This design comes from an exercise in tuning for small area, a short achievable clock period and few clock cycles per item on the open sky130 flow, not from production work. At most, simulation tests tie the RTL to the original design; equivalence was not proved. No functional check of the RTL was part of run 2. No activity file was given, so power comes from the tool's default toggle rates.

### flow/run.sh
#!/bin/bash
set -euo pipefail
bash standard.sh 'BUFFER_PORTS_ARGS=-buffer_cell sky130_fd_sc_hd__buf_2' SETUP_SLACK_MARGIN=7 finish > standard_flow.log 2>&1
### standard.sh
#!/bin/bash
# synth_recipe.tcl (not shown) runs the flow's synth.tcl, then flattens the netlist and writes it again
# the make line also repeats each setting of config.mk as NAME=value (left out here)
make -C /OpenROAD-flow-scripts/flow DESIGN_CONFIG=/design/flow/config.mk WORK_HOME=/design/flow/orfs CLKGATE_MAP_FILE= SYNTH_SCRIPT=/design/flow/synth_recipe.tcl "${@:-finish}"
### config.mk
export PLATFORM = sky130hd
export DESIGN_NAME = phase_accumulator
export DESIGN_NICKNAME = phase_accumulator
export VERILOG_FILES = /design/flow/design.v
export SDC_FILE = /design/flow/constraint.sdc
export NUM_CORES = 4
export LEC_CHECK = 0
export CAP_MARGIN = 20
export CORE_MARGIN = 2
export CORE_UTILIZATION = 30
export CTS_BUF_LIST = sky130_fd_sc_hd__clkbuf_8
export PLACE_DENSITY = 0.5
export SETUP_SLACK_MARGIN = 5
export SLEW_MARGIN = 20
export SYNTH_MEMORY_MAX_BITS = 32768
### constraint.sdc
create_clock -name core_clock -period 12.0 [get_ports {clk}]
set_input_delay 2.4000 -clock core_clock [delete_from_list [all_inputs] [get_ports {clk}]]
set_output_delay 2.4000 -clock core_clock [all_outputs]
set_load 0.01 [all_outputs]
### design.v
module pa_wave_rom (
    input  wire [2:0] sel,
    input  wire [7:0] idx,
    output reg  [7:0] low,
    output reg  [2:0] d0,
    output reg  [2:0] d1,
    output reg  [1:0] dh
);
    wire       h     = idx[7];
    wire [6:0] j     = idx[6:0];
    wire       jz    = (j == 7'd0);
    wire [6:0] q_a   = (j[6] & |j[5:0]) ? (7'd64 - {1'b0, j[5:0]}) : j;
    wire [6:0] q_b   = (h & (jz | (&j))) ? 7'd64 : {1'b0, j[6] ? ~j[5:0] : j[5:0]};
    wire       q_inv = h & !jz;
    wire       q_neg = j[6] ^ h;
    wire       hump  = (idx[7:6] == 2'b00);
    wire [7:0] k     = idx - 8'd64;
    wire [6:0] h_a   = (idx[5] & |idx[4:0]) ? (7'd64 - {1'b0, idx[5:0]}) : {1'b0, idx[5:0]};
    wire [6:0] g_a   = (k > 8'd96) ? (8'd192 - k) : k;
    wire [6:0] h_b   = {2'b00, idx[5] ? ~idx[4:0] : idx[4:0]};
    wire [6:0] g_b   = (k >= 8'd96) ? (8'd191 - k) : k;
    wire       a_neg = hump ? idx[5] : (k >= 8'd96);
    reg  [2:0] tid;
    reg  [6:0] a_lo, a_dl;
    reg        inv, neg;
    always @(*) begin
        if (sel[2] & !sel[1]) begin             
            tid  = hump ? 3'd3 : 3'd4;
            a_lo = hump ? h_a : g_a;
            a_dl = hump ? h_b : g_b;
            inv  = sel[0];
            neg  = a_neg ^ sel[0];
        end else begin                          
            tid  = sel[2] ? 3'd2 : {2'b00, sel[0]};
            a_lo = q_a;
            a_dl = q_b;
            inv  = q_inv;
            neg  = q_neg;
        end
    end
    wire [7:0] t_low;
    wire [5:0] t_dlt;
    pa_wave_tabs u_tabs (.a_lo({tid, a_lo}), .a_dl({tid, a_dl}), .low(t_low), .dlt(t_dlt));
    wire [7:0] s_low = inv ? ~t_low : t_low;
    wire [5:0] s_dlt = t_dlt ^ {neg, 2'b00, neg, 2'b00};
    always @(*) begin
        dh = 2'b00;
        d1 = 3'b000;
        case (sel)
            3'd2: begin                           
                low = {8{~idx[7]}};
                d0  = (&idx[6:0]) ? {idx[7], 2'b01} : 3'b000;
                if (&idx[6:0]) dh = idx[7] ? 2'b01 : 2'b10;
            end
            3'd3: begin                           
                low = idx;
                d0  = 3'b001;
                if (&idx) dh = 2'b10;
            end
            default: begin
                low = s_low;
                d0  = s_dlt[2:0];
                d1  = s_dlt[5:3];
            end
        endcase
    end
endmodule
module pa_interp (
    input  wire [7:0]  low,
    input  wire [2:0]  d0,
    input  wire [2:0]  d1,
    input  wire [1:0]  dh,
    input  wire [15:0] frac,
    output wire [23:0] value
);
    wire [16:0] m0 = d0[1] ? {frac, 1'b0} : d0[0] ? {1'b0, frac} : 17'd0;
    wire [16:0] m1 = d1[1] ? {frac, 1'b0} : d1[0] ? {1'b0, frac} : 17'd0;
    wire [15:0] m2 = (dh[0] | dh[1]) ? frac : 16'd0;
    wire [23:0] r0 = {7'd0, m0} ^ {24{d0[2]}};
    wire [23:0] r1 = {{5'd0, m1} ^ {22{d1[2]}}, 2'b00};
    wire [23:0] r2 = {m2 ^ {16{dh[1]}}, 8'd0};
    assign value = {low, 16'd0} + r0 + r1 + r2 +
                   {15'd0, dh[1], 5'd0, d1[2], 1'b0, d0[2]};
endmodule
module pa_wave_tabs(a_lo, a_dl, low, dlt);
  input [9:0] a_lo;
  wire [9:0] a_lo;
  input [9:0] a_dl;
  wire [9:0] a_dl;
  output [7:0] low;
  wire [7:0] low;
  output [5:0] dlt;
  wire [5:0] dlt;
  wire _0_;
  wire _100_;
  wire _101_;
  wire _102_;
  wire _103_;
  wire _104_;
  wire _105_;
  wire _106_;
  wire _107_;
  wire _108_;
  wire _109_;
  wire _10_;
  wire _110_;
  wire _111_;
  wire _112_;
  wire _113_;
  wire _114_;
  wire _115_;
  wire _116_;
  wire _117_;
  wire _118_;
  wire _119_;
  wire _11_;
  wire _120_;
  wire _121_;
  wire _122_;
  wire _123_;
  wire _124_;
  wire _125_;
  wire _126_;
  wire _127_;
  wire _128_;
  wire _129_;
  wire _12_;
  wire _130_;
  wire _131_;
  wire _132_;
  wire _133_;
  wire _134_;
  wire _135_;
  wire _136_;
  wire _137_;
  wire _138_;
  wire _139_;
  wire _13_;
  wire _140_;
  wire _141_;
  wire _142_;
  wire _143_;
  wire _144_;
  wire _145_;
  wire _146_;
  wire _147_;
  wire _148_;
  wire _149_;
  wire _14_;
  wire _150_;
  wire _151_;
  wire _152_;
  wire _153_;
  wire _154_;
  wire _155_;
  wire _156_;
  wire _157_;
  wire _158_;
  wire _159_;
  wire _15_;
  wire _160_;
  wire _161_;
  wire _162_;
  wire _163_;
  wire _164_;
  wire _165_;
  wire _166_;
  wire _167_;
  wire _168_;
  wire _169_;
  wire _16_;
  wire _170_;
  wire _171_;
  wire _172_;
  wire _173_;
  wire _174_;
  wire _175_;
  wire _176_;
  wire _177_;
  wire _178_;
  wire _179_;
  wire _17_;
  wire _180_;
  wire _181_;
  wire _182_;
  wire _183_;
  wire _184_;
  wire _185_;
  wire _186_;
  wire _187_;
  wire _188_;
  wire _189_;
  wire _18_;
  wire _190_;
  wire _191_;
  wire _192_;
  wire _193_;
  wire _194_;
  wire _195_;
  wire _196_;
  wire _197_;
  wire _198_;
  wire _199_;
  wire _19_;
  wire _1_;
  wire _200_;
  wire _201_;
  wire _202_;
  wire _203_;
  wire _204_;
  wire _205_;
  wire _206_;
  wire _207_;
  wire _208_;
  wire _209_;
  wire _20_;
  wire _210_;
  wire _211_;
  wire _212_;
  wire _213_;
  wire _214_;
  wire _215_;
  wire _216_;
  wire _217_;
  wire _218_;
  wire _219_;
  wire _21_;
  wire _220_;
  wire _221_;
  wire _222_;
  wire _223_;
  wire _224_;
  wire _225_;
  wire _226_;
  wire _227_;
  wire _228_;
  wire _229_;
  wire _22_;
  wire _230_;
  wire _231_;
  wire _232_;
  wire _233_;
  wire _234_;
  wire _235_;
  wire _236_;
  wire _237_;
  wire _238_;
  wire _239_;
  wire _23_;
  wire _240_;
  wire _241_;
  wire _242_;
  wire _243_;
  wire _244_;
  wire _245_;
  wire _246_;
  wire _247_;
  wire _248_;
  wire _249_;
  wire _24_;
  wire _250_;
  wire _251_;
  wire _252_;
  wire _253_;
  wire _254_;
  wire _255_;
  wire _256_;
  wire _257_;
  wire _258_;
  wire _259_;
  wire _25_;
  wire _260_;
  wire _261_;
  wire _262_;
  wire _263_;
  wire _264_;
  wire _265_;
  wire _266_;
  wire _267_;
  wire _268_;
  wire _269_;
  wire _26_;
  wire _270_;
  wire _271_;
  wire _272_;
  wire _273_;
  wire _274_;
  wire _275_;
  wire _276_;
  wire _277_;
  wire _278_;
  wire _279_;
  wire _27_;
  wire _280_;
  wire _281_;
  wire _282_;
  wire _283_;
  wire _284_;
  wire _285_;
  wire _286_;
  wire _287_;
  wire _288_;
  wire _289_;
  wire _28_;
  wire _290_;
  wire _291_;
  wire _292_;
  wire _293_;
  wire _294_;
  wire _295_;
  wire _296_;
  wire _297_;
  wire _298_;
  wire _299_;
  wire _29_;
  wire _2_;
  wire _300_;
  wire _301_;
  wire _302_;
  wire _303_;
  wire _304_;
  wire _305_;
  wire _306_;
  wire _307_;
  wire _308_;
  wire _309_;
  wire _30_;
  wire _310_;
  wire _311_;
  wire _312_;
  wire _313_;
  wire _314_;
  wire _315_;
  wire _316_;
  wire _317_;
  wire _318_;
  wire _319_;
  wire _31_;
  wire _320_;
  wire _321_;
  wire _322_;
  wire _323_;
  wire _324_;
  wire _325_;
  wire _326_;
  wire _327_;
  wire _328_;
  wire _329_;
  wire _32_;
  wire _330_;
  wire _331_;
  wire _332_;
  wire _333_;
  wire _334_;
  wire _335_;
  wire _336_;
  wire _337_;
  wire _338_;
  wire _339_;
  wire _33_;
  wire _340_;
  wire _341_;
  wire _342_;
  wire _343_;
  wire _344_;
  wire _345_;
  wire _346_;
  wire _347_;
  wire _348_;
  wire _349_;
  wire _34_;
  wire _350_;
  wire _351_;
  wire _352_;
  wire _353_;
  wire _354_;
  wire _355_;
  wire _356_;
  wire _357_;
  wire _358_;
  wire _359_;
  wire _35_;
  wire _360_;
  wire _361_;
  wire _362_;
  wire _363_;
  wire _364_;
  wire _365_;
  wire _366_;
  wire _367_;
  wire _368_;
  wire _369_;
  wire _36_;
  wire _370_;
  wire _371_;
  wire _372_;
  wire _373_;
  wire _374_;
  wire _375_;
  wire _376_;
  wire _377_;
  wire _378_;
  wire _379_;
  wire _37_;
  wire _380_;
  wire _381_;
  wire _382_;
  wire _383_;
  wire _384_;
  wire _385_;
  wire _386_;
  wire _387_;
  wire _388_;
  wire _389_;
  wire _38_;
  wire _390_;
  wire _391_;
  wire _392_;
  wire _393_;
  wire _394_;
  wire _395_;
  wire _396_;
  wire _397_;
  wire _398_;
  wire _399_;
  wire _39_;
  wire _3_;
  wire _400_;
  wire _401_;
  wire _402_;
  wire _403_;
  wire _404_;
  wire _405_;
  wire _406_;
  wire _407_;
  wire _408_;
  wire _409_;
  wire _40_;
  wire _410_;
  wire _411_;
  wire _412_;
  wire _413_;
  wire _414_;
  wire _415_;
  wire _416_;
  wire _417_;
  wire _418_;
  wire _419_;
  wire _41_;
  wire _420_;
  wire _421_;
  wire _422_;
  wire _423_;
  wire _424_;
  wire _425_;
  wire _426_;
  wire _427_;
  wire _428_;
  wire _429_;
  wire _42_;
  wire _430_;
  wire _431_;
  wire _432_;
  wire _433_;
  wire _434_;
  wire _435_;
  wire _436_;
  wire _437_;
  wire _438_;
  wire _439_;
  wire _43_;
  wire _440_;
  wire _441_;
  wire _442_;
  wire _443_;
  wire _444_;
  wire _445_;
  wire _446_;
  wire _447_;
  wire _448_;
  wire _449_;
  wire _44_;
  wire _450_;
  wire _45_;
  wire _46_;
  wire _47_;
  wire _48_;
  wire _49_;
  wire _4_;
  wire _50_;
  wire _51_;
  wire _52_;
  wire _53_;
  wire _54_;
  wire _55_;
  wire _56_;
  wire _57_;
  wire _58_;
  wire _59_;
  wire _5_;
  wire _60_;
  wire _61_;
  wire _62_;
  wire _63_;
  wire _64_;
  wire _65_;
  wire _66_;
  wire _67_;
  wire _68_;
  wire _69_;
  wire _6_;
  wire _70_;
  wire _71_;
  wire _72_;
  wire _73_;
  wire _74_;
  wire _75_;
  wire _76_;
  wire _77_;
  wire _78_;
  wire _79_;
  wire _7_;
  wire _80_;
  wire _81_;
  wire _82_;
  wire _83_;
  wire _84_;
  wire _85_;
  wire _86_;
  wire _87_;
  wire _88_;
  wire _89_;
  wire _8_;
  wire _90_;
  wire _91_;
  wire _92_;
  wire _93_;
  wire _94_;
  wire _95_;
  wire _96_;
  wire _97_;
  wire _98_;
  wire _99_;
  wire _9_;
  assign _416_ = ~a_lo[9];
  assign _415_ = ~(a_lo[2] | a_lo[3]);
  assign _414_ = a_lo[0] | a_lo[1];
  assign _413_ = _415_ & ~(_414_);
  assign _412_ = a_lo[4] | a_lo[5];
  assign _411_ = _412_ | a_lo[6];
  assign _410_ = _413_ & ~(_411_);
  assign low[7] = _410_ | _416_;
  assign _409_ = _413_ & ~(a_lo[4]);
  assign _408_ = a_lo[5] & ~(_409_);
  assign _407_ = _408_ | a_lo[6];
  assign _406_ = ~a_lo[7];
  assign _405_ = ~a_lo[5];
  assign _404_ = ~a_lo[1];
  assign _403_ = a_lo[2] | a_lo[3];
  assign _402_ = _404_ & ~(_403_);
  assign _401_ = a_lo[4] & ~(_402_);
  assign _400_ = _405_ & ~(_401_);
  assign _399_ = ~(a_lo[2] | a_lo[1]);
  assign _398_ = a_lo[2] & a_lo[1];
  assign _397_ = _398_ | _399_;
  assign _396_ = ~((_397_ | a_lo[3]) & a_lo[4]);
  assign _395_ = _396_ & ~(a_lo[5]);
  assign _394_ = ~(_395_ | _400_);
  assign _393_ = ~((_394_ & _406_) | _407_);
  assign _392_ = _393_ & ~(a_lo[8]);
  assign _391_ = ~(a_lo[0] ^ a_lo[2]);
  assign _390_ = a_lo[3] & ~(_391_);
  assign _389_ = a_lo[3] & ~(_399_);
  assign _388_ = _389_ | _390_;
  assign _387_ = ~((_388_ & _406_) | _412_);
  assign _386_ = a_lo[4] & a_lo[5];
  assign _385_ = _386_ & ~(_402_);
  assign _384_ = _385_ | a_lo[6];
  assign _383_ = ~a_lo[8];
  assign _382_ = ~a_lo[2];
  assign _381_ = a_lo[0] & a_lo[1];
  assign _380_ = _382_ & ~(_381_);
  assign _379_ = a_lo[3] & ~(_380_);
  assign _378_ = _379_ | _412_;
  assign _377_ = ~((_378_ & a_lo[7]) | _383_);
  assign _376_ = ~((_384_ | _387_) & _377_);
  assign _375_ = ~(_376_ & _416_);
  assign low[6] = ~((_375_ | _392_) & (_407_ | low[7]));
  assign _374_ = ~a_lo[4];
  assign _373_ = _402_ | _374_;
  assign _372_ = a_lo[1] ? a_lo[2] : _391_;
  assign _371_ = _372_ | a_lo[3];
  assign _370_ = _371_ & ~(_373_);
  assign _369_ = a_lo[9] & ~(a_lo[6]);
  assign _368_ = a_lo[5] | ~(a_lo[4]);
  assign _367_ = ~(_368_ & _369_);
  assign _366_ = _367_ | _370_;
  assign _365_ = _374_ & ~(_379_);
  assign _364_ = _398_ | a_lo[3];
  assign _363_ = _364_ & _365_;
  assign _362_ = _400_ & ~(_363_);
  assign _361_ = ~(_362_ & a_lo[7]);
  assign _360_ = ~_398_;
  assign _359_ = ~(a_lo[0] & a_lo[1]);
  assign _358_ = a_lo[2] & ~(_359_);
  assign _357_ = _389_ & ~(_358_);
  assign _356_ = _371_ & ~(_357_);
  assign _355_ = _381_ | _415_;
  assign _354_ = _356_ & ~(_355_);
  assign _353_ = _360_ & ~(_354_);
  assign _352_ = _390_ | a_lo[5];
  assign _351_ = ~a_lo[3];
  assign _350_ = _399_ | _351_;
  assign _349_ = a_lo[5] & ~(a_lo[4]);
  assign _348_ = ~_349_;
  assign _347_ = _350_ & ~(_348_);
  assign _346_ = ~(a_lo[7] | a_lo[6]);
  assign _345_ = ~(_346_ & _368_);
  assign _344_ = _373_ & ~(_345_);
  assign _343_ = _344_ & ~(_347_);
  assign _342_ = ~((_352_ | _353_) & _343_);
  assign _341_ = ~((_342_ & _361_) | _383_);
  assign _340_ = _415_ & ~(_381_);
  assign _339_ = _340_ & ~(a_lo[4]);
  assign _338_ = ~((_339_ | _405_) & (_365_ | _394_));
  assign _337_ = _413_ & ~(_349_);
  assign _336_ = _374_ & ~(_413_);
  assign _335_ = _336_ | _406_;
  assign _334_ = ~(a_lo[8] | a_lo[6]);
  assign _333_ = ~((_335_ | _337_) & _334_);
  assign _332_ = ~((_338_ & _406_) | _333_);
  assign _331_ = _332_ | a_lo[9];
  assign low[5] = ~((_331_ | _341_) & (_366_ | _409_));
  assign _330_ = ~_346_;
  assign _329_ = _358_ | a_lo[3];
  assign _328_ = ~((_329_ | _399_) & a_lo[4]);
  assign _327_ = _328_ & ~(_405_);
  assign _326_ = ~((_353_ | a_lo[4]) & _327_);
  assign _325_ = a_lo[1] & a_lo[3];
  assign _324_ = a_lo[0] | ~(a_lo[2]);
  assign _323_ = ~(_324_ & _325_);
  assign _322_ = ~(a_lo[0] | a_lo[1]);
  assign _321_ = _381_ | _322_;
  assign _320_ = ~((_321_ | a_lo[3]) & _323_);
  assign _319_ = ~(a_lo[0] & a_lo[3]);
  assign _318_ = _382_ & ~(_319_);
  assign _317_ = _318_ | ~(_336_);
  assign _316_ = ~((_317_ | _320_) & (_340_ | _374_));
  assign _315_ = ~(_316_ & _405_);
  assign _314_ = ~((_315_ & _326_) | _330_);
  assign _313_ = a_lo[2] ? _404_ : _381_;
  assign _312_ = _313_ & ~(_351_);
  assign _311_ = _312_ | a_lo[4];
  assign _310_ = _351_ & ~(_313_);
  assign _309_ = ~(_310_ | _311_);
  assign _308_ = _309_ | ~(_395_);
  assign _307_ = ~((_308_ & a_lo[7]) | _383_);
  assign _306_ = _307_ & ~(_314_);
  assign _305_ = _391_ | _351_;
  assign _304_ = _305_ & ~(_389_);
  assign _303_ = ~(a_lo[2] & a_lo[3]);
  assign _302_ = ~(_349_ & _303_);
  assign _301_ = _364_ | _374_;
  assign _300_ = ~_303_;
  assign _299_ = ~((_300_ & a_lo[4]) | a_lo[5]);
  assign _298_ = ~(_299_ & _301_);
  assign _297_ = ~((_298_ | _363_) & (_340_ | _302_));
  assign _296_ = a_lo[7] & ~(a_lo[6]);
  assign _295_ = ~_296_;
  assign _294_ = ~((_412_ & _413_) | _295_);
  assign _293_ = ~((_294_ & _304_) | (_297_ & _346_));
  assign _292_ = ~((_293_ | a_lo[8]) & _416_);
  assign _291_ = ~((_347_ | _370_) & _408_);
  assign _290_ = ~a_lo[6];
  assign _289_ = _409_ | a_lo[5];
  assign _288_ = ~((_289_ | a_lo[3]) & _290_);
  assign _287_ = _291_ & ~(_288_);
  assign _286_ = _402_ & ~(_412_);
  assign _285_ = _286_ | _290_;
  assign _284_ = ~(_285_ & a_lo[9]);
  assign low[4] = ~((_284_ | _287_) & (_292_ | _306_));
  assign _283_ = ~a_lo[0];
  assign _282_ = a_lo[0] & a_lo[2];
  assign _281_ = a_lo[1] & ~(_282_);
  assign _280_ = ~((_281_ & a_lo[3]) | (_303_ & _283_));
  assign _279_ = _280_ & ~(_404_);
  assign _278_ = _374_ & ~(_322_);
  assign _277_ = _278_ & ~(_279_);
  assign _276_ = ~(_277_ | _365_);
  assign _275_ = _380_ | ~(_414_);
  assign _274_ = ~(_275_ | _329_);
  assign _273_ = a_lo[2] & ~(_381_);
  assign _272_ = _273_ | _274_;
  assign _271_ = a_lo[5] & ~(_401_);
  assign _270_ = ~((_272_ | _276_) & _271_);
  assign _269_ = a_lo[1] & ~(a_lo[2]);
  assign _268_ = a_lo[3] & ~(a_lo[0]);
  assign _267_ = _303_ & ~(_268_);
  assign _266_ = ~((_267_ | _269_) & a_lo[4]);
  assign _265_ = ~((_266_ | _310_) & _405_);
  assign _264_ = ~((_265_ | _309_) & _406_);
  assign _263_ = _270_ & ~(_264_);
  assign _262_ = ~((_412_ | _403_) & a_lo[7]);
  assign _261_ = _262_ | ~(_372_);
  assign _260_ = ~(_261_ & _334_);
  assign _259_ = _391_ | a_lo[1];
  assign _258_ = ~(a_lo[0] | a_lo[2]);
  assign _257_ = _404_ ? a_lo[0] : _258_;
  assign _256_ = _257_ | ~(_259_);
  assign _255_ = _256_ | _282_;
  assign _254_ = _255_ & ~(_399_);
  assign _253_ = _276_ | ~(_254_);
  assign _252_ = a_lo[1] | a_lo[3];
  assign _251_ = _252_ & ~(_388_);
  assign _250_ = a_lo[4] & ~(_251_);
  assign _249_ = _405_ & ~(_250_);
  assign _248_ = ~((_249_ & _253_) | _406_);
  assign _247_ = _397_ | _351_;
  assign _246_ = _283_ & ~(_402_);
  assign _245_ = _247_ ? _246_ : a_lo[0];
  assign _244_ = ~(_245_ | _412_);
  assign _243_ = a_lo[2] & ~(a_lo[0]);
  assign _242_ = _243_ ^ _404_;
  assign _241_ = _242_ & ~(a_lo[3]);
  assign _240_ = _374_ & ~(_325_);
  assign _239_ = _240_ & ~(_241_);
  assign _238_ = _252_ & ~(_243_);
  assign _237_ = _238_ & ~(_379_);
  assign _236_ = a_lo[4] & ~(_237_);
  assign _235_ = ~((_236_ | _239_) & a_lo[5]);
  assign _234_ = _301_ | ~(_321_);
  assign _233_ = ~((_234_ | a_lo[5]) & _346_);
  assign _232_ = _233_ | ~(_235_);
  assign _231_ = ~((_232_ | _244_) & a_lo[8]);
  assign _230_ = ~((_231_ | _248_) & (_260_ | _263_));
  assign _229_ = a_lo[5] & ~(_379_);
  assign _228_ = _229_ & _370_;
  assign _227_ = ~((_289_ | a_lo[2]) & (_348_ | _356_));
  assign _226_ = ~((_227_ | _228_) & _290_);
  assign _225_ = a_lo[5] | ~(a_lo[6]);
  assign _224_ = ~(_225_ | _402_);
  assign _223_ = ~((_224_ & _365_) | _416_);
  assign low[3] = ~((_223_ & _226_) | (_230_ & _416_));
  assign _222_ = _402_ | ~(_321_);
  assign _221_ = ~(_222_ & _294_);
  assign _220_ = ~(a_lo[4] & a_lo[3]);
  assign _219_ = a_lo[3] & ~(_256_);
  assign _218_ = _219_ | a_lo[5];
  assign _217_ = ~((_218_ & _412_) | (_254_ & _220_));
  assign _216_ = ~((_320_ & _349_) | _330_);
  assign _215_ = ~((_217_ | _327_) & _216_);
  assign _214_ = ~((_215_ & _221_) | a_lo[8]);
  assign _213_ = a_lo[0] & ~(_364_);
  assign _212_ = _213_ | _266_;
  assign _211_ = ~((_277_ | _365_) & (_321_ | _300_));
  assign _210_ = ~((_211_ & _212_) | a_lo[5]);
  assign _209_ = _391_ & ~(a_lo[3]);
  assign _208_ = _209_ & ~(_399_);
  assign _207_ = _268_ | a_lo[4];
  assign _206_ = _209_ | _322_;
  assign _205_ = _206_ | _312_;
  assign _204_ = ~((_205_ | _374_) & (_207_ | _208_));
  assign _203_ = _274_ | _374_;
  assign _202_ = _281_ | _351_;
  assign _201_ = ~((_202_ & _336_) | a_lo[5]);
  assign _200_ = ~((_201_ & _203_) | (_204_ & a_lo[5]));
  assign _199_ = ~((_200_ & _346_) | _383_);
  assign _198_ = ~((_210_ | _406_) & _199_);
  assign _197_ = ~(_198_ & _416_);
  assign _196_ = a_lo[9] & ~(_285_);
  assign _195_ = _312_ | _373_;
  assign _194_ = ~((_372_ & _351_) | _195_);
  assign _193_ = _358_ | a_lo[4];
  assign _192_ = ~((_193_ | _320_) & a_lo[5]);
  assign _191_ = ~((_192_ | _194_) & (_289_ | a_lo[1]));
  assign _190_ = ~((_191_ & _369_) | (_196_ & _362_));
  assign low[2] = ~((_197_ | _214_) & _190_);
  assign _189_ = ~(a_lo[0] | a_lo[3]);
  assign _188_ = a_lo[4] & ~(_189_);
  assign _187_ = ~(_256_ | _282_);
  assign _186_ = ~((_187_ & _351_) | (_388_ & _360_));
  assign _185_ = _323_ & ~(_207_);
  assign _184_ = ~((_185_ & _371_) | (_186_ & _188_));
  assign _183_ = _243_ | _374_;
  assign _182_ = _183_ & _195_;
  assign _181_ = ~(_189_ | _258_);
  assign _180_ = ~((_240_ & _181_) | _406_);
  assign _179_ = ~((_182_ | _354_) & _180_);
  assign _178_ = ~((_184_ | _330_) & _179_);
  assign _177_ = ~((_255_ | a_lo[3]) & (_304_ | _398_));
  assign _176_ = ~((_177_ & _283_) | (_324_ & _404_));
  assign _175_ = ~((_176_ | _318_) & a_lo[4]);
  assign _174_ = ~(a_lo[4] | a_lo[3]);
  assign _173_ = ~(_346_ & a_lo[5]);
  assign _172_ = ~((_174_ & _259_) | _173_);
  assign _171_ = ~((_172_ & _175_) | (_178_ & _405_));
  assign _170_ = _267_ & ~(_320_);
  assign _169_ = ~(_170_ | _183_);
  assign _168_ = ~((_169_ | _277_) & _405_);
  assign _167_ = _246_ & _247_;
  assign _166_ = _269_ | _258_;
  assign _165_ = _166_ | _329_;
  assign _164_ = _350_ & ~(_374_);
  assign _163_ = ~((_164_ & _165_) | _405_);
  assign _162_ = ~((_167_ | _317_) & _163_);
  assign _161_ = ~((_162_ & _168_) | a_lo[7]);
  assign _160_ = a_lo[0] | ~(a_lo[7]);
  assign _159_ = ~((_160_ | _286_) & _334_);
  assign _158_ = ~((_159_ | _161_) & (_171_ | _383_));
  assign _157_ = ~((_234_ & _396_) | _219_);
  assign _156_ = _243_ & ~(_404_);
  assign _155_ = ~((_156_ | _267_) & (_364_ | _283_));
  assign _154_ = ~((_155_ | a_lo[4]) & a_lo[5]);
  assign _153_ = _325_ & _282_;
  assign _152_ = ~((_153_ | _283_) & (_246_ | a_lo[4]));
  assign _151_ = ~((_152_ | a_lo[5]) & (_154_ | _157_));
  assign _150_ = ~(_151_ & _290_);
  assign _149_ = _251_ | _311_;
  assign _148_ = _328_ & ~(_225_);
  assign _147_ = ~((_148_ & _149_) | _416_);
  assign low[1] = ~((_147_ & _150_) | (_158_ & _416_));
  assign _146_ = _255_ | a_lo[3];
  assign _145_ = _153_ | _374_;
  assign _144_ = ~((_242_ & a_lo[3]) | _145_);
  assign _143_ = a_lo[3] & ~(_321_);
  assign _142_ = ~((_143_ | a_lo[4]) & a_lo[5]);
  assign _141_ = ~((_144_ & _146_) | _142_);
  assign _140_ = _205_ & ~(_143_);
  assign _139_ = _280_ & ~(_412_);
  assign _138_ = _346_ & ~(_139_);
  assign _137_ = ~((_140_ | _368_) & _138_);
  assign _136_ = _137_ | _141_;
  assign _135_ = ~(_279_ | _302_);
  assign _134_ = ~((_135_ | _385_) & _324_);
  assign _133_ = _300_ & ~(_281_);
  assign _132_ = _257_ | _412_;
  assign _131_ = _268_ | _368_;
  assign _130_ = ~((_131_ | _166_) & (_132_ | _133_));
  assign _129_ = _130_ | ~(_134_);
  assign _128_ = ~(_188_ & _403_);
  assign _127_ = _128_ | _143_;
  assign _126_ = _350_ & ~(_156_);
  assign _125_ = _126_ | _207_;
  assign _124_ = _125_ & ~(a_lo[5]);
  assign _123_ = _124_ & _127_;
  assign _122_ = ~((_123_ | _406_) & (_129_ | _330_));
  assign _121_ = _383_ & ~(_410_);
  assign _120_ = ~((_121_ & _136_) | (_122_ & a_lo[8]));
  assign _119_ = _276_ | ~(_155_);
  assign _118_ = a_lo[9] & ~(_225_);
  assign _117_ = _118_ & ~(_236_);
  assign _116_ = _386_ & ~(_390_);
  assign _115_ = ~(_116_ & _146_);
  assign _114_ = ~_273_;
  assign _113_ = _351_ ? _114_ : _242_;
  assign _112_ = ~((_414_ & _415_) | _145_);
  assign _111_ = _336_ | a_lo[5];
  assign _110_ = ~((_111_ | _112_) & _369_);
  assign _109_ = ~((_113_ & _349_) | _110_);
  assign _108_ = ~((_109_ & _115_) | (_117_ & _119_));
  assign low[0] = ~((_120_ | a_lo[9]) & _108_);
  assign _107_ = ~(a_dl[7] | a_dl[6]);
  assign _106_ = ~a_dl[4];
  assign _105_ = ~(a_dl[2] | a_dl[0]);
  assign _104_ = ~(a_dl[2] ^ a_dl[0]);
  assign _103_ = ~((_104_ | a_dl[1]) & a_dl[3]);
  assign _102_ = ~((_103_ | _105_) & _106_);
  assign _101_ = ~((_102_ | a_dl[5]) & _107_);
  assign _100_ = ~(a_dl[2] | a_dl[1]);
  assign _99_ = a_dl[3] & ~(_100_);
  assign _98_ = ~a_dl[1];
  assign _97_ = a_dl[0] | ~(a_dl[2]);
  assign _96_ = ~((_97_ | _98_) & _106_);
  assign _95_ = ~((_96_ | _99_) & a_dl[7]);
  assign _94_ = a_dl[8] & ~(a_dl[9]);
  assign _93_ = ~(_94_ & _95_);
  assign dlt[4] = _101_ & ~(_93_);
  assign _92_ = a_dl[9] & ~(a_dl[6]);
  assign _91_ = ~_92_;
  assign _90_ = ~(a_dl[1] | a_dl[3]);
  assign _89_ = a_dl[2] | a_dl[0];
  assign _88_ = _89_ | a_dl[5];
  assign _87_ = _90_ & ~(_88_);
  assign _86_ = _87_ & ~(_91_);
  assign _85_ = ~_86_;
  assign _84_ = a_dl[2] & a_dl[0];
  assign _83_ = ~((_84_ & a_dl[1]) | a_dl[3]);
  assign _82_ = _83_ & a_dl[2];
  assign _81_ = ~(a_dl[2] | a_dl[3]);
  assign _80_ = a_dl[4] & ~(_81_);
  assign _79_ = _80_ & ~(_82_);
  assign _78_ = ~a_dl[3];
  assign _77_ = a_dl[2] | ~(a_dl[0]);
  assign _76_ = ~((_97_ | _98_) & _77_);
  assign _75_ = ~((_76_ | _100_) & _78_);
  assign _74_ = ~(_75_ | _96_);
  assign _73_ = _74_ | _79_;
  assign _72_ = _73_ | _101_;
  assign _71_ = a_dl[0] & ~(a_dl[2]);
  assign _70_ = _71_ | ~(_99_);
  assign _69_ = a_dl[4] & ~(_70_);
  assign _68_ = ~((_69_ | _95_) & a_dl[8]);
  assign _67_ = _72_ & ~(_68_);
  assign _66_ = _67_ | a_dl[9];
  assign _65_ = a_dl[3] & ~(_71_);
  assign _64_ = a_dl[2] & ~(a_dl[0]);
  assign _63_ = ~((_64_ & a_dl[1]) | _71_);
  assign _62_ = _98_ ? _84_ : _64_;
  assign _61_ = ~((_62_ | _90_) & _63_);
  assign _60_ = ~((_61_ & _65_) | a_dl[4]);
  assign _59_ = a_dl[5] & ~(_60_);
  assign _58_ = _90_ & ~(_77_);
  assign _57_ = _59_ & ~(_58_);
  assign _56_ = _57_ | ~(_107_);
  assign _55_ = ~a_dl[7];
  assign _54_ = _78_ & ~(_63_);
  assign _53_ = _54_ | _102_;
  assign _52_ = a_dl[4] & ~(_105_);
  assign _51_ = ~((_65_ | _83_) & _52_);
  assign _50_ = _51_ & ~(a_dl[5]);
  assign _49_ = ~((_50_ & _53_) | a_dl[6]);
  assign _48_ = ~((_49_ & _87_) | _55_);
  assign _47_ = _48_ | a_dl[8];
  assign _46_ = a_dl[6] | a_dl[9];
  assign _45_ = _46_ | _47_;
  assign _44_ = _56_ & ~(_45_);
  assign dlt[3] = ~((_44_ | _66_) & _85_);
  assign _43_ = ~a_dl[9];
  assign _42_ = ~(a_dl[1] & a_dl[3]);
  assign _41_ = _105_ & ~(_42_);
  assign _40_ = ~(a_dl[4] | a_dl[5]);
  assign _39_ = ~((_40_ & _41_) | _56_);
  assign _38_ = ~((_39_ | _47_) & _43_);
  assign _37_ = ~((_70_ & _80_) | _95_);
  assign _36_ = _50_ & _53_;
  assign _35_ = _36_ | a_dl[6];
  assign _34_ = ~a_dl[5];
  assign _33_ = _74_ | _34_;
  assign _32_ = ~_84_;
  assign _31_ = ~((_42_ | _32_) & _79_);
  assign _30_ = _31_ & ~(_33_);
  assign _29_ = ~((_30_ | _35_) & _55_);
  assign _28_ = _29_ & ~(_37_);
  assign _27_ = a_dl[8] & ~(_28_);
  assign _26_ = _92_ & ~(_87_);
  assign _25_ = _71_ & ~(_42_);
  assign _24_ = ~(_41_ | _54_);
  assign _23_ = ~((_24_ | _106_) & (_25_ | _96_));
  assign _22_ = ~(a_dl[6] & a_dl[9]);
  assign _21_ = _22_ | ~(_23_);
  assign _20_ = _21_ & ~(_26_);
  assign dlt[2] = ~((_27_ | _38_) & _20_);
  assign _19_ = a_dl[3] & ~(_25_);
  assign _18_ = _84_ ? a_dl[1] : _89_;
  assign _17_ = a_dl[0] & ~(_81_);
  assign _16_ = ~((_17_ | _98_) & (_18_ | a_dl[3]));
  assign _15_ = a_dl[0] & ~(_16_);
  assign _14_ = _19_ | ~(_15_);
  assign _13_ = ~((_90_ & _64_) | (_104_ & _106_));
  assign _12_ = ~(_13_ & a_dl[5]);
  assign _11_ = _14_ & ~(_12_);
  assign _10_ = _64_ | _98_;
  assign _9_ = a_dl[0] & ~(a_dl[3]);
  assign _8_ = a_dl[4] & ~(a_dl[5]);
  assign _7_ = ~((_9_ | _10_) & _8_);
  assign _6_ = ~(_7_ | _82_);
  assign _5_ = ~((_6_ & _16_) | _87_);
  assign _4_ = _5_ & ~(_11_);
  assign _3_ = ~_4_;
  assign _2_ = _65_ & ~(_62_);
  assign _1_ = ~((_18_ & _63_) | a_dl[3]);
  assign _0_ = _1_ | _106_;
  assign _450_ = _99_ & ~(_102_);
  assign _449_ = _34_ & ~(_450_);
  assign _448_ = ~((_0_ | _2_) & _449_);
  assign _447_ = ~(_42_ | _84_);
  assign _446_ = _106_ & ~(_105_);
  assign _445_ = ~(_446_ & _61_);
  assign _444_ = ~((_445_ | _447_) & (_6_ | _40_));
  assign _443_ = _105_ | ~(_99_);
  assign _442_ = _443_ & _79_;
  assign _441_ = ~((_442_ | _33_) & _107_);
  assign _440_ = _441_ | _36_;
  assign _439_ = _444_ & ~(_440_);
  assign _438_ = _15_ | ~(_80_);
  assign _437_ = ~((_62_ | _99_) & _106_);
  assign _436_ = _437_ & ~(_55_);
  assign _435_ = ~(_436_ & _438_);
  assign _434_ = ~((_435_ | _37_) & a_dl[8]);
  assign _433_ = ~((_434_ | _439_) & (_448_ | _47_));
  assign dlt[1] = ~((_433_ | _38_) & (_3_ | _91_));
  assign _432_ = _98_ & ~(_104_);
  assign _431_ = _432_ ^ _78_;
  assign _430_ = _431_ | _106_;
  assign _429_ = _430_ & _59_;
  assign _428_ = _448_ & ~(_429_);
  assign _427_ = _19_ | a_dl[4];
  assign _426_ = _75_ & ~(_427_);
  assign _425_ = ~((_32_ | _98_) & _52_);
  assign _424_ = ~((_443_ & _79_) | _425_);
  assign _423_ = ~((_424_ | _426_) & a_dl[5]);
  assign _422_ = ~((_423_ & _444_) | a_dl[6]);
  assign _421_ = _435_ & _94_;
  assign _420_ = ~((_422_ | a_dl[7]) & _421_);
  assign _419_ = ~((_4_ | _91_) & _21_);
  assign _418_ = _420_ & ~(_419_);
  assign dlt[0] = ~((_428_ | _45_) & _418_);
  assign _417_ = ~(_94_ & a_dl[5]);
  assign dlt[5] = ~((_417_ | _72_) & _85_);
endmodule
module pa_fconv #(
    parameter integer KP = 2,           
    parameter integer KF = 6            
) (
    input  wire        clk,
    input  wire        rst,
    input  wire        start,      
    input  wire        is_period,  
    input  wire        is_set,     
    input  wire [31:0] arg,        
    output wire        last,       
    output wire        soon,       
    output reg         fin,        
    output reg         fin_set,    
    output wire [23:0] result      
);
    localparam integer KM = (KF > KP) ? KF : KP;
    localparam integer NQ = 24 + KM - 1;          
    localparam [46:0] B = 47'd72057594037927;
    reg          it;         
    reg          per;        
    reg  [3:0]   cyc;        
    reg          sp;         
    reg          sp_max;     
    reg  [22:0]  den;        
    reg  [23:0]  rem;
    reg [NQ-1:0] nq;         
    wire        f_sign = arg[31];
    wire [7:0]  f_exp  = arg[30:23];
    wire [23:0] f_m    = {1'b1, arg[22:0]};
    wire        f_nan  = (&f_exp) && (|arg[22:0]);
    reg         s_sp, s_max;
    reg  [3:0]  s_cyc;
    reg  [2:0]  s_pad;
    reg  [23:0] keep;        
    integer j, n;
    always @(*) begin
        s_cyc = 4'd0;
        s_pad = 3'd0;
        if (!is_period) begin
            s_sp  = f_nan | f_sign | (f_exp >= 8'd136) | (f_exp <= 8'd111);
            s_max = !f_nan & !f_sign & (f_exp >= 8'd136);
            for (n = 0; n < 24; n = n + 1)
                if (f_exp[4:0] == ((112 + n) % 32)) begin
                    s_cyc = n / KF + 1;
                    s_pad = (KF - 1) - (n % KF);
                end
            for (j = 0; j < 24; j = j + 1)
                keep[j] = (f_exp >= 135 - j);
        end else begin
            s_sp  = f_nan | f_sign | (f_exp >= 8'd142) | (f_exp <= 8'd117);
            s_max = !f_nan & (f_sign | (f_exp <= 8'd117));
            for (n = 0; n < 24; n = n + 1)
                if (f_exp[4:0] == ((141 - n) % 32)) begin
                    s_cyc = n / KP + 1;
                    s_pad = (KP - 1) - (n % KP);
                end
            for (j = 0; j < 24; j = j + 1)
                keep[j] = (f_exp <= 118 + j);
        end
    end
    wire [46:0] x_f = {17'd0, f_m[23:18], f_m[17:0], 6'd0};    
    wire [46:0] x_p = B;
    wire [46:0] x   = (is_period ? x_p : x_f) & {23'h7fffff, keep};
    wire [46:0] x_s = x >> s_pad;
    wire [NQ+22:0] x_q = {x, {(KM-1){1'b0}}} >> s_pad;
    assign last = it & (cyc == 4'd1) & !start;
    assign soon = (start & (s_sp | (s_cyc == 4'd1))) | (it & (cyc == 4'd2) & !start);
    localparam integer KP2 = KP / 2;
    wire [25:0]   d1 = {3'b001, den};
    wire [25:0]   d2 = {2'b01, den, 1'b0};
    reg  [23:0]   pr [0:KP2];
    reg [NQ-1:0]  pq [0:KP2];
    reg  [25:0]   py;
    reg  [26:0]   p1, p2, p3;
    integer i;
    always @(*) begin
        pr[0] = rem;
        pq[0] = nq;
        for (i = 0; i < KP2; i = i + 1) begin
            py = {pr[i], pq[i][NQ-1:NQ-2]};
            p1 = {1'b0, py} - {1'b0, d1};
            p2 = {1'b0, py} - {1'b0, d2};
            p3 = {1'b0, py} - {1'b0, d1} - {1'b0, d2};
            if (!p3[26])      begin pr[i+1] = p3[23:0]; pq[i+1] = {pq[i][NQ-3:0], 2'd3}; end
            else if (!p2[26]) begin pr[i+1] = p2[23:0]; pq[i+1] = {pq[i][NQ-3:0], 2'd2}; end
            else if (!p1[26]) begin pr[i+1] = p1[23:0]; pq[i+1] = {pq[i][NQ-3:0], 2'd1}; end
            else              begin pr[i+1] = py[23:0]; pq[i+1] = {pq[i][NQ-3:0], 2'd0}; end
        end
    end
    localparam integer KF2 = KF / 2;
    reg  [6:0]    fr [0:KF2];
    reg [NQ-1:0]  fq [0:KF2];
    reg  [8:0]    fy;
    integer f;
    always @(*) begin
        fr[0] = rem[6:0];
        fq[0] = nq;
        for (f = 0; f < KF2; f = f + 1) begin
            fy = {fr[f], fq[f][NQ-1:NQ-2]};
            if (fy >= 9'd375)      begin fr[f+1] = fy - 9'd375; fq[f+1] = {fq[f][NQ-3:0], 2'd3}; end
            else if (fy >= 9'd250) begin fr[f+1] = fy - 9'd250; fq[f+1] = {fq[f][NQ-3:0], 2'd2}; end
            else if (fy >= 9'd125) begin fr[f+1] = fy - 9'd125; fq[f+1] = {fq[f][NQ-3:0], 2'd1}; end
            else                   begin fr[f+1] = fy[6:0];     fq[f+1] = {fq[f][NQ-3:0], 2'd0}; end
        end
    end
    always @(posedge clk) begin
        if (rst) begin
            it  <= 1'b0;
            fin <= 1'b0;
        end else begin
            fin <= 1'b0;
            if (start)
                it <= 1'b1;
            else if (it & (cyc == 4'd1)) begin
                it  <= 1'b0;
                fin <= 1'b1;
            end
        end
        if (!it | start) begin
            sp      <= s_sp;
            sp_max  <= s_max;
            fin_set <= is_set;
            per     <= is_period;
            cyc     <= s_sp ? 4'd1 : s_cyc;
            den     <= f_m[22:0];
            rem     <= x_s[46:24];
            nq      <= x_q[NQ-1:0];
        end else begin
            rem <= per ? pr[KP2] : {17'd0, fr[KF2]};
            nq  <= per ? pq[KP2] : fq[KF2];
            cyc <= cyc - 4'd1;
        end
    end
    wire [23:0] q = nq[23:0];
    assign result = sp ? (sp_max ? 24'h800000 : 24'd1) :
                    (q[23] & |q[22:0]) ? 24'h800000 :
                    (q == 24'd0) ? 24'd1 : q;
endmodule
module phase_accumulator #(
    parameter integer CONV_KP = 2,    
    parameter integer CONV_KF = 6     
) (
    input  wire        clk,
    input  wire        rst,           
    input  wire        tick_valid,
    output wire        tick_ready,
    input  wire        cmd_valid,
    output wire        cmd_ready,
    input  wire [7:0]  cmd_op,
    input  wire [31:0] cmd_arg,
    output reg         rsp_valid,
    output reg         rsp_err,
    output reg  [31:0] rsp_data
);
    localparam [3:0] K_ZERO  = 4'd0;
    localparam [3:0] K_VALUE = 4'd1;
    localparam [3:0] K_CNT   = 4'd2;
    localparam [3:0] K_INC   = 4'd3;
    localparam [3:0] K_HALF  = 4'd4;
    localparam [3:0] K_ERR   = 4'd5;
    localparam [3:0] K_MINF  = 4'd8;    
    localparam [3:0] K_MAXF  = 4'd9;
    localparam [3:0] K_MINP  = 4'd10;
    localparam [3:0] K_MAXP  = 4'd11;
    reg [23:0] cnt;
    reg [23:0] inc;
    reg [2:0]  sel;
    reg        crdy;
    reg        trdy;
    reg        sbusy;      
    assign cmd_ready  = crdy;
    assign tick_ready = trdy;
    wire cfire = cmd_valid & crdy;
    wire tfire = tick_valid & trdy;
    reg       d_set_inc, d_set_cnt, d_tick, d_rst_ph, d_set_wave, d_conv;
    reg [3:0] d_kind;
    always @(*) begin
        d_set_inc = 1'b0; d_set_cnt = 1'b0; d_tick = 1'b0; d_rst_ph = 1'b0;
        d_set_wave = 1'b0; d_conv = 1'b0;
        d_kind = K_ZERO;
        case (cmd_op)
            8'h01: d_set_inc  = 1'b1;
            8'h02: d_kind     = K_INC;
            8'h03: d_set_cnt  = 1'b1;
            8'h04: d_kind     = K_CNT;
            8'h05: d_tick     = 1'b1;
            8'h06: d_rst_ph   = 1'b1;
            8'h07: d_kind     = K_HALF;
            8'h10: d_kind     = K_VALUE;
            8'h11: d_set_wave = 1'b1;
            8'h20, 8'h21, 8'h22, 8'h23: d_conv = 1'b1;
            8'h24: d_kind     = K_MINF;
            8'h25: d_kind     = K_MAXF;
            8'h26: d_kind     = K_MINP;
            8'h27: d_kind     = K_MAXP;
            default: d_kind   = K_ERR;
        endcase
    end
    wire d_dep   = d_set_inc | (cmd_op == 8'h02) | d_tick | (d_conv & !cmd_op[1]);
    wire set_go  = cfire & d_conv & cmd_op[1];
    wire conv_go = cfire & d_conv & !cmd_op[1] & !sbusy;
    wire buf_now = cfire & sbusy & d_dep;
    wire dbl_in  = tfire & cfire & d_tick & !sbusy;
    reg        e_v, e_t;             
    reg        e_set_inc, e_set_cnt, e_tick, e_rst_ph, e_set_wave, e_rsp;
    reg [3:0]  e_k;
    reg [31:0] a_q;                  
    reg        go_q, per_q, set_q;   
    reg        dbl_q, pend;
    reg        b_v;                  
    reg        b_sinc, b_ginc, b_tick, b_conv, b_per;
    wire        cv_last, cv_soon, cv_fin, cv_fin_set;
    wire [23:0] cv_result;
    wire        cv_wr = cv_fin & cv_fin_set;
    wire        bx    = b_v & cv_wr;    
    pa_fconv #(.KP(CONV_KP), .KF(CONV_KF)) u_fconv (
        .clk       (clk),
        .rst       (rst),
        .start     (go_q | (bx & b_conv)),
        .is_period (b_v ? b_per : per_q),
        .is_set    (!b_v & set_q),
        .arg       (a_q),
        .last      (cv_last),
        .soon      (cv_soon),
        .fin       (cv_fin),
        .fin_set   (cv_fin_set),
        .result    (cv_result)
    );
    wire [23:0] inc_eff = cv_wr ? cv_result : inc;
    wire [23:0] sum1 = cnt + inc_eff;
    always @(posedge clk) begin
        if (rst) begin
            cnt   <= 24'd0;
            inc   <= 24'd0;
            sel   <= 3'd0;
            crdy  <= 1'b1;
            trdy  <= 1'b1;
            sbusy <= 1'b0;
            b_v   <= 1'b0;
            e_v   <= 1'b0;
            e_t   <= 1'b0;
            go_q  <= 1'b0;
            dbl_q <= 1'b0;
            pend  <= 1'b0;
        end else begin
            e_v   <= cfire & !buf_now;
            e_t   <= tfire;
            go_q  <= set_go | conv_go;
            dbl_q <= dbl_in;
            if (set_go)
                sbusy <= 1'b1;
            else if (cv_last)
                sbusy <= 1'b0;
            if (buf_now)
                b_v <= 1'b1;
            else if (bx)
                b_v <= 1'b0;
            if (conv_go | buf_now | dbl_in)
                crdy <= 1'b0;
            else if (bx & b_conv)
                crdy <= cv_soon;
            else if ((cv_soon & !b_v) | bx | dbl_q)
                crdy <= 1'b1;
            if (set_go | dbl_in)
                trdy <= 1'b0;
            else if ((cv_last & !b_v & !buf_now) | bx | dbl_q)
                trdy <= 1'b1;
            pend <= e_t & e_v & e_tick;
            if (e_v & e_set_cnt)
                cnt <= a_q[23:0];
            else if (e_v & e_rst_ph)
                cnt <= 24'd0;
            else if (e_t | (e_v & e_tick) | pend | (bx & b_tick))
                cnt <= sum1;
            if ((e_v & e_set_inc) | (bx & b_sinc))
                inc <= a_q[23:0];
            else if (cv_wr)
                inc <= cv_result;
            if (e_v & e_set_wave)
                sel <= (a_q <= 32'd6) ? a_q[2:0] : 3'd0;
        end
        if (cfire) begin
            a_q        <= cmd_arg;
            per_q      <= cmd_op[0];
            set_q      <= cmd_op[1];
            e_set_inc  <= d_set_inc;
            e_set_cnt  <= d_set_cnt;
            e_tick     <= d_tick;
            e_rst_ph   <= d_rst_ph;
            e_set_wave <= d_set_wave;
            e_rsp      <= !(d_conv & !cmd_op[1]);
            e_k        <= d_kind;
        end
        if (buf_now) begin
            b_sinc <= d_set_inc;
            b_ginc <= (cmd_op == 8'h02);
            b_tick <= d_tick;
            b_conv <= d_conv;
            b_per  <= cmd_op[0];
        end
    end
    reg        r0_v;
    reg [3:0]  r0_k;
    reg        p1_v;
    reg        p1_val;
    reg        p1_err;
    reg [31:0] p1_d;
    wire [7:0]  w_low;
    wire [2:0]  w_d0, w_d1;
    wire [1:0]  w_dh;
    pa_wave_rom u_rom (.sel(sel), .idx(cnt[23:16]), .low(w_low),
                       .d0(w_d0), .d1(w_d1), .dh(w_dh));
    reg [31:0] rd;
    always @(*) begin
        case (r0_k)
            K_VALUE: rd = {w_low, w_d0, w_d1, w_dh, cnt[15:0]};
            K_CNT:   rd = {8'd0, cnt};
            K_INC:   rd = {8'd0, inc};
            K_HALF:  rd = {31'd0, (cnt > 24'h800000)};
            K_MINF:  rd = 32'h387A0000;
            K_MAXF:  rd = 32'h43FA0000;
            K_MINP:  rd = 32'h3B03126F;
            K_MAXP:  rd = 32'h4683126F;
            default: rd = 32'd0;
        endcase
    end
    wire [23:0] value;
    pa_interp u_interp (.low(p1_d[31:24]), .d0(p1_d[23:21]), .d1(p1_d[20:18]),
                        .dh(p1_d[17:16]), .frac(p1_d[15:0]), .value(value));
    always @(posedge clk) begin
        if (rst) begin
            r0_v      <= 1'b0;
            p1_v      <= 1'b0;
            rsp_valid <= 1'b0;
        end else begin
            r0_v      <= (e_v & e_rsp) | (bx & !b_conv);
            p1_v      <= r0_v;
            rsp_valid <= p1_v | (cv_fin & !cv_fin_set);
        end
        r0_k   <= bx ? (b_ginc ? K_INC : K_ZERO) : e_k;
        p1_val <= (r0_k == K_VALUE);
        p1_err <= (r0_k == K_ERR);
        p1_d   <= rd;
        if (cv_fin & !cv_fin_set) begin
            rsp_err  <= 1'b0;
            rsp_data <= {8'd0, cv_result};
        end else begin
            rsp_err  <= p1_err;
            rsp_data <= p1_val ? {8'd0, value} : p1_d;
        end
    end
endmodule
==> results.sh, run 1 <==
export IMPL_clock_fmax_mhz=208
export IMPL_insertion_delay_ns=0.67
export IMPL_syn_nets=3313
export IMPL_vias=23400
export IMPL_fp_coreArea_sq_um=79000
export IMPL_cp_max_fo=8
export IMPL_synthMuxAreaShare=0.0497
export IMPL_ctsRootBufferMaster="clkbuf_8"
export IMPL_cts_buffers=50
export IMPL_async_reset_ff_frac=0
export IMPL_synth_compound_area_share=0.273
export IMPL_grt_max_degree=66
export IMPL_cts_tree="built"
export IMPL_synth_main_ff_cell="dfxtp_1"
export IMPL_crit_required_ns=12.59
export IMPL_drv_cap=0
export IMPL_placedInstanceArea_sq_um=25300
export IMPL_die_height_microns=286
export IMPL_clkTransAtPathRegs_ns=0.06
export IMPL_crit_type="register to register"
export IMPL_synth_top_family_by_area="compound AO/OA/AOI/OAI gates"
export IMPL_synth_top_cell_area_share=0.161
export IMPL_period_needed_ns=4.81
export IMPL_antenna_found_initial=1
export IMPL_synthMostInstantiatedCell="nand2_1"
export IMPL_drive_gt1_frac=0.153
export IMPL_port_buffers=79
export IMPL_syn_area_sq_um=23900
export IMPL_io_pins=80
export IMPL_rsz0062_at_grt="yes"
export IMPL_post_dp_hpwl_microns=61900
export IMPL_fin_util=0.351
export IMPL_routedWlPerCell_microns=20.2
export IMPL_hold_violations=0
export IMPL_cts_max_level=2
export IMPL_timing_final_crit_share=0.401
export IMPL_worst_pin_slew_ns=1.10
export IMPL_timing_slew_headroom=0.264
export IMPL_fin_skew_ns=0.0597
export IMPL_finalSetupViolCount=0
export IMPL_avgSynthCellArea_sq_um=7.82
export IMPL_gr_usage_met2=0.329
export IMPL_rows=103
export IMPL_power_uw=3560
export IMPL_postLayoutSetupSlackWorst_ns=7.19
export IMPL_vdd_drop_max_uv=103
export IMPL_dpl_worst_slack_ns=5.79
export IMPL_drt_pass1_iterations=6
export IMPL_synth_fa_ha_area_frac=0.117
export IMPL_synthXorXnorAreaFrac=0.0610
export IMPL_grt_use_total=0.201
export IMPL_globalplace_congestion=0.925
export IMPL_grt_pass1_vias=22600
export IMPL_die_area_sq_um=82100
export IMPL_finalMaxSlewViolations=0
export IMPL_grtUsageMet3=0.0234
export IMPL_yosys_top_cells_area="dfxtp_1, edfxtp_1, ha_1"
export IMPL_initial_utilization=0.303
export IMPL_min_path_type="register to register"
export IMPL_grt_pass1_wl_microns=132000
export IMPL_synth_commonest_cells="nand2_1, nor2_1, a21oi_1"
export IMPL_worstSetupEndpointType="register"
export IMPL_synth_edff_count=76
export IMPL_cts_sinks=269
export IMPL_yosys_area_top_type="dfxtp_1"
export IMPL_synth_seq_cells=269
export IMPL_design_area_sq_um=27800
export IMPL_syn_instance_count=3061
export IMPL_p_leak_uw=0.0113
export IMPL_status="complete, no violations"
export IMPL_yosysWarnings=7
export IMPL_drc_errors=0
export IMPL_first_iter_violations=1632
export IMPL_die_width_microns=286
export IMPL_p_per_area_nw_per_um2=128
export IMPL_startpoint_type="register"
export IMPL_wl_microns=85100
export IMPL_grt_overflow_total=0
export IMPL_busiest_layer="met2"
export IMPL_arrival_ns=5.41
export IMPL_ant_nets=0
export IMPL_cts_buffer_depth=3
export IMPL_fin_setup_tns_ns=0
export IMPL_nets=3369
export IMPL_ys_types=102
export IMPL_use_met1=0.271
export IMPL_yosys_area_share_simple=0.194
export IMPL_via_per_inst=5.56
export IMPL_area_delta_synth_final_pct=15.9
export IMPL_seq_area_frac_synth=0.257
path summary, 6_finish.rpt:
| path | depth (start not counted) | slack (ns) | end | from |
|---|---|---|---|---|
| setup / recovery | 23 | 7.19 | u_fconv.rem[2] | u_fconv.nq[28] |
| hold / removal | 1 | 0.43 | p1_v | r0_v |
| setup reg to reg | 23 | 7.19 | u_fconv.rem[2] | u_fconv.nq[28] |
| hold reg to reg | 1 | 0.43 | p1_v | r0_v |
placed cells by master, fill, tap and decap left out, types with 13 or more instances in the layout:
cell,n
o31ai_1,25
a31oi_1,43
and2_1,21
a21oi_2,17
ha_1,171
a21o_1,34
o22ai_1,18
nand3_1,61
buf_4,100
edfxtp_1,76
o21a_1,29
fa_1,25
mux2i_1,99
xnor2_1,110
or3_1,14
o21ai_0,205
dfxtp_1,173
o21bai_1,18
a211oi_1,71
o221ai_1,13
a22oi_1,28
xor2_1,45
nor4_1,22
inv_1,120
or2_2,17
nand2b_1,30
o21ai_1,20
a221oi_1,27
nand2_1,309
a21oi_1,249
clkbuf_8,61
nor2b_1,49
mux2_2,13
nor3_1,92
nor2_1,277
and3_1,16
buf_2,79
o211ai_1,28
registers in the layout, indices dropped and copies added (netlist names), 3 cells and up:
register / count
rsp_data: 32
inc: 24
u_fconv.nq: 29
cnt: 24
r0_k: 4
u_fconv.rem: 24
a_q: 32
u_fconv.cyc: 4
e_k: 4
u_fconv.den: 23
p1_d: 32
sel: 3
report_power, final:
group	switching [uW]	total, uW	internal [uW]
Clock	430	955	525
Sequential	92.9	1070	981
Combinational	898	1540	637
Total	1420	3560	2140
worst max-delay path: stages, from the launching register on:
cell and delay (ns):
dfxtp_4 0.40, inv_4 0.07, ha_2 0.19, a221oi_2 0.26, nand3b_1 0.18, o211ai_1 0.10, buf_4 0.17, xnor2_4 0.13
buf_4 0.17, ha_2 0.19, a221o_1 0.36, a31oi_4 0.29, nor2_4 0.10, nor3_4 0.22, nor2_4 0.07, ha_1 0.19
and2_4 0.17, a311o_1 0.31, a31oi_4 0.25, buf_4 0.15, nor2_2 0.06, a211o_1 0.29, a221oi_2 0.26, a311o_1 0.17
metal layers:
metal / up-vias / routed length [microns]
met3: 171 / 4070
li1: 11400 / -
met2: 739 / 38900
met4: 0 / 3020
met1: 11100 / 39100
met5: - / 0
stage by stage:
step,instances,hold WS [ns]
global placement,4042,0.416
CTS,4160,0.431
detailed placement,4042,0.427
floorplan,3061,0.406
global route,4208,0.470
finish,4208,0.426
cell type report:
type | instances | area [sq um]
repair buffers | 186 | 1270
clock inverters | 31 | 219
well taps | 1050 | 1310
diodes | 1 | 2.50
fillers | 8354 | 51200
inverters | 127 | 515
flip-flops and latches | 269 | 6190
clock buffers | 61 | 840
multi-input cells | 2483 | 17400
timing repair:
item / CTS / global route
gates resized for setup: 82 / 126
endpoints found under the setup margin: 53 / 48
gates cloned: 1 / 2
buffers inserted: 25 / 44
hold buffers: 0 / 0
pin swaps: 19 / 48
cell families after synthesis:
| group | Yosys count |
|---|---|
| AOI/OAI and AO/OA | 996 |
| xor gates and xnor gates | 165 |
| adders and majority gates | 208 |
| buffers and inverters | 310 |
| DFF | 269 |
| muxes | 117 |
| and+or+nand+nor | 996 |
Testbench counts, summed over its fixed seeds: cycles 30,469, cmds 24,000.
==> run 2: changes to the inputs <==
--- a/design.v
+++ b/design.v
@@ -1021,4 +1021,5 @@
     output wire        last,       
     output wire        soon,       
+    output wire        busy,       
     output reg         fin,        
     output reg         fin_set,    
@@ -1076,5 +1077,6 @@
     wire [NQ+22:0] x_q = {x, {(KM-1){1'b0}}} >> s_pad;
     assign last = it & (cyc == 4'd1) & !start;
-    assign soon = (start & (s_sp | (s_cyc == 4'd1))) | (it & (cyc == 4'd2) & !start);
+    assign soon = (start & (s_sp | (s_cyc <= 4'd2))) | (it & (cyc == 4'd3) & !start);
+    assign busy = it;
     localparam integer KP2 = KP / 2;
     wire [25:0]   d1 = {3'b001, den};
@@ -1218,20 +1220,24 @@
     reg [31:0] a_q;                  
     reg        go_q, per_q, set_q;   
+    reg        cw;                   
     reg        dbl_q, pend;
     reg        b_v;                  
     reg        b_sinc, b_ginc, b_tick, b_conv, b_per;
-    wire        cv_last, cv_soon, cv_fin, cv_fin_set;
+    wire        cv_last, cv_soon, cv_busy, cv_fin, cv_fin_set;
     wire [23:0] cv_result;
     wire        cv_wr = cv_fin & cv_fin_set;
     wire        bx    = b_v & cv_wr;    
+    wire        cv_free = !cv_busy | (set_q & cv_fin_set);
+    wire        cv_go   = (go_q & cv_free) | (cw & !cv_busy) | (bx & b_conv);
     pa_fconv #(.KP(CONV_KP), .KF(CONV_KF)) u_fconv (
         .clk       (clk),
         .rst       (rst),
-        .start     (go_q | (bx & b_conv)),
-        .is_period (b_v ? b_per : per_q),
-        .is_set    (!b_v & set_q),
+        .start     (cv_go),
+        .is_period (bx ? b_per : per_q),
+        .is_set    (!bx & set_q),
         .arg       (a_q),
         .last      (cv_last),
         .soon      (cv_soon),
+        .busy      (cv_busy),
         .fin       (cv_fin),
         .fin_set   (cv_fin_set),
@@ -1252,4 +1258,5 @@
             e_t   <= 1'b0;
             go_q  <= 1'b0;
+            cw    <= 1'b0;
             dbl_q <= 1'b0;
             pend  <= 1'b0;
@@ -1258,8 +1265,9 @@
             e_t   <= tfire;
             go_q  <= set_go | conv_go;
+            cw    <= (go_q & !cv_free) | (cw & cv_busy);
             dbl_q <= dbl_in;
             if (set_go)
                 sbusy <= 1'b1;
-            else if (cv_last)
+            else if (cv_last & cv_fin_set)
                 sbusy <= 1'b0;
             if (buf_now)
@@ -1267,13 +1275,13 @@
             else if (bx)
                 b_v <= 1'b0;
-            if (conv_go | buf_now | dbl_in)
+            if (conv_go | buf_now | dbl_in | (cfire & d_conv & cv_busy & !cv_fin_set))
                 crdy <= 1'b0;
             else if (bx & b_conv)
                 crdy <= cv_soon;
-            else if ((cv_soon & !b_v) | bx | dbl_q)
+            else if ((cv_soon & !b_v) | bx | dbl_q | (cw & !cv_busy & set_q))
                 crdy <= 1'b1;
             if (set_go | dbl_in)
                 trdy <= 1'b0;
-            else if ((cv_last & !b_v & !buf_now) | bx | dbl_q)
+            else if ((cv_last & cv_fin_set & !b_v & !buf_now) | bx | dbl_q)
                 trdy <= 1'b1;
             pend <= e_t & e_v & e_tick;
==> results.sh, run 2 <==
export IMPL_status="complete, no violations"
export IMPL_insertion_delay_ns=0.66
export IMPL_cts_sinks=270
export IMPL_rsz0062_at_grt="yes"
export IMPL_routedWlPerCell_microns=20.3
export IMPL_nets=3420
export IMPL_design_area_sq_um=28100
export IMPL_io_pins=80
export IMPL_fp_coreArea_sq_um=80000
export IMPL_worst_hold_slack_ns=0.441
export IMPL_path_cells="ha_4 > inv_2 > fa_2 > a211oi_2 > o21bai_1 > a31oi_2 > o211ai_1 > a31oi_2 > a211oi_2 > o41a_1 > o21a_1 > nor2_2 > xnor2_1 > ha_1 > and3_4 > a211oi_4 > nor3b_2 > a2111oi_4 > o21ai_4 > buf_12 > a211o_1 > a21oi_2 > a41oi_2 > o31ai_1"
export IMPL_hold_path_end="p1_v"
export IMPL_grt_max_degree=67
export IMPL_synthMostInstantiatedCell="nand2_1"
export IMPL_min_path_type="register to register"
export IMPL_timing_final_crit_share=0.439
export IMPL_post_dp_hpwl_microns=62300
export IMPL_vdd_drop_max_uv=79.6
export IMPL_drv_cap=0
export IMPL_via_per_inst=5.55
export IMPL_grt_use_total=0.201
export IMPL_min_path_cells=1
export IMPL_worstSetupEndpointType="register"
export IMPL_cts_max_level=2
export IMPL_cts_buffers=49
export IMPL_cpMaxStageDelayCell="o41a_1"
export IMPL_cp_slowest_stage_delay_ns=0.43
export IMPL_cts_hold_buf=0
export IMPL_cts_buffer_depth=3
export IMPL_seq_area_frac_synth=0.255
export IMPL_final_common_cell="nand2_1"
export IMPL_timing_slew_headroom=0.326
export IMPL_worst_r2r_endpoint="u_fconv.rem[5]"
export IMPL_worst_pin_slew_ns=1.01
export IMPL_synth_commonest_cells="nand2_1, nor2_1, a21oi_1"
export IMPL_first_iter_violations=1896
export IMPL_r2r_start="u_fconv.den[0]"
export IMPL_synth_main_ff_cell="dfxtp_1"
export IMPL_syn_nets=3370
export IMPL_finalMaxSlewViolations=0
export IMPL_clkTransAtPathRegs_ns=0.07
export IMPL_grt_overflow_total=0
export IMPL_die_height_microns=288
export IMPL_fin_util=0.351
export IMPL_initial_utilization=0.302
export IMPL_synth_top_cell_area_share=0.161
export IMPL_crit_type="register to register"
export IMPL_avgSynthCellArea_sq_um=7.74
export IMPL_rows=104
export IMPL_rr_worst_depth=24
export IMPL_clock_fmax_mhz=190
export IMPL_drt_pass1_iterations=8
export IMPL_port_buffers=79
export IMPL_period_needed_ns=5.26
export IMPL_ctsRootBufferMaster="clkbuf_8"
export IMPL_layout_common_cells="nand2_1, nor2_1, a21oi_1"
export IMPL_die_area_sq_um=82700
export IMPL_ant_nets=0
export IMPL_ys_types=93
export IMPL_wl_microns=86500
export IMPL_worstSetupStartpoint="u_fconv.den[0]"
export IMPL_arrival_ns=5.84
export IMPL_r2r_slack_ns=6.74
export IMPL_vias=23700
export IMPL_startpoint_type="register"
export IMPL_p_per_area_nw_per_um2=125
export IMPL_drive_gt1_frac=0.158
export IMPL_yosys_area_top_type="dfxtp_1"
export IMPL_async_reset_ff_frac=0
export IMPL_cp_num_buf_inv=2
export IMPL_cts_tree="built"
export IMPL_syn_instance_count=3118
export IMPL_cp_max_fo=5
export IMPL_placedInstanceArea_sq_um=25500
export IMPL_grt_pass1_wl_microns=132000
export IMPL_p_leak_uw=0.0114
export IMPL_hold_violations=0
export IMPL_yosysWarnings=7
export IMPL_crit_required_ns=12.57
export IMPL_fin_skew_ns=0.0449
export IMPL_grt_pass1_vias=22100
export IMPL_antenna_found_initial=2
export IMPL_critPathTopFamily="compound AO/OA/AOI/OAI gates"
export IMPL_die_width_microns=288
export IMPL_min_from="r0_v"
export IMPL_synth_seq_cells=270
export IMPL_synth_edff_count=76
export IMPL_globalplace_congestion=0.877
export IMPL_top_regs="a_q x32, p1_d x32, rsp_data x32"
export IMPL_syn_area_sq_um=24100
export IMPL_fin_setup_tns_ns=0
export IMPL_drc_errors=0
export IMPL_finalSetupViolCount=0
export IMPL_area_delta_synth_final_pct=16.4
export IMPL_yosys_top_cells_area="dfxtp_1, edfxtp_1, ha_1"
run 2: what timing repair did:
action	CTS	global route
buffers inserted	21	41
gates resized for setup	111	122
setup endpoints to repair	56	48
cloned	6	1
pin swaps	28	62
run 2: cell type report:
| type | instances | area, sq um |
|---|---|---|
| Antenna cell | 1 | 2.50 |
| Clock buffer | 57 | 785 |
| Clock inverter | 32 | 209 |
| Fill cell | 8540 | 51900 |
| Inverter | 129 | 499 |
| Multi-Input combinational cell | 2530 | 17600 |
| Sequential cell | 270 | 6210 |
| Tap cell | 1060 | 1330 |
| Timing Repair Buffer | 188 | 1440 |
run 2: power by group:
group | leakage (uW) | internal [uW] | switching, uW | total (uW)
clock network | 0.000544 | 478 | 425 | 903
registers | 0.00234 | 986 | 93.9 | 1080
logic | 0.00853 | 617 | 905 | 1520
run 2: routing by layer:
metal,track usage,vias to the layer above,part of all wire
met4,0.0618,2,0.029
met1,0.283,11300,0.47
met3,0.0273,121,0.053
met2,0.316,682,0.45
li1,-,11500,-
met5,0,-,0.00015
run 2: cell families after synthesis:
group           after synthesis  synth area share
simple gates               1034             0.198
compound gates             1019             0.275
buf+inv                     319            0.0508
flops                       270             0.255
fa+ha+maj                   208             0.116
xor+xnor                    160            0.0588
mux                         108            0.0459
run 2: metrics by stage:
stage	cells	worst slack (ns)	power (uW)
floorplan	3118	6.99	2090
global placement	4107	5.70	2450
detailed placement	4107	5.59	2430
CTS	4223	6.71	3400
global route	4267	6.52	3720
finish	4267	6.74	3510
run 2: worst max-delay path by stage:
stage	slack, ns	cells after the start	endpoint
finish	6.74	24	u_fconv.rem[5]
global route	6.52	24	u_fconv.rem[5]
CTS	6.71	25	u_fconv.rem[5]
detailed placement	5.59	25	u_fconv.rem[5]
global placement	5.70	25	u_fconv.rem[0]
floorplan	6.99	26	u_fconv.rem[14]

[static timing again, ports no longer ideal]
The results above use ideal ports. As a check the final layouts listed here were re-extracted and re-timed, cells and wires unchanged.
Step 1, drivers: a clkbuf_16 drives clk and a buf_2 each remaining input, both assumed.
Step 2 also shifts input and output timing later by t, the mid clock arrival at the registers, as if the neighbouring blocks saw the same clock.
Three values: ideal ports, drivers, drivers and shift; two values: the first two.
run	t (ns)	slack for setup (ns)	pins driven straight from the clock port
run 1	0.702	7.186 / 7.186 / 7.186	1
run 2	0.695	6.736 / 6.736 / 6.736	1
After both steps every run listed still meets setup and hold.
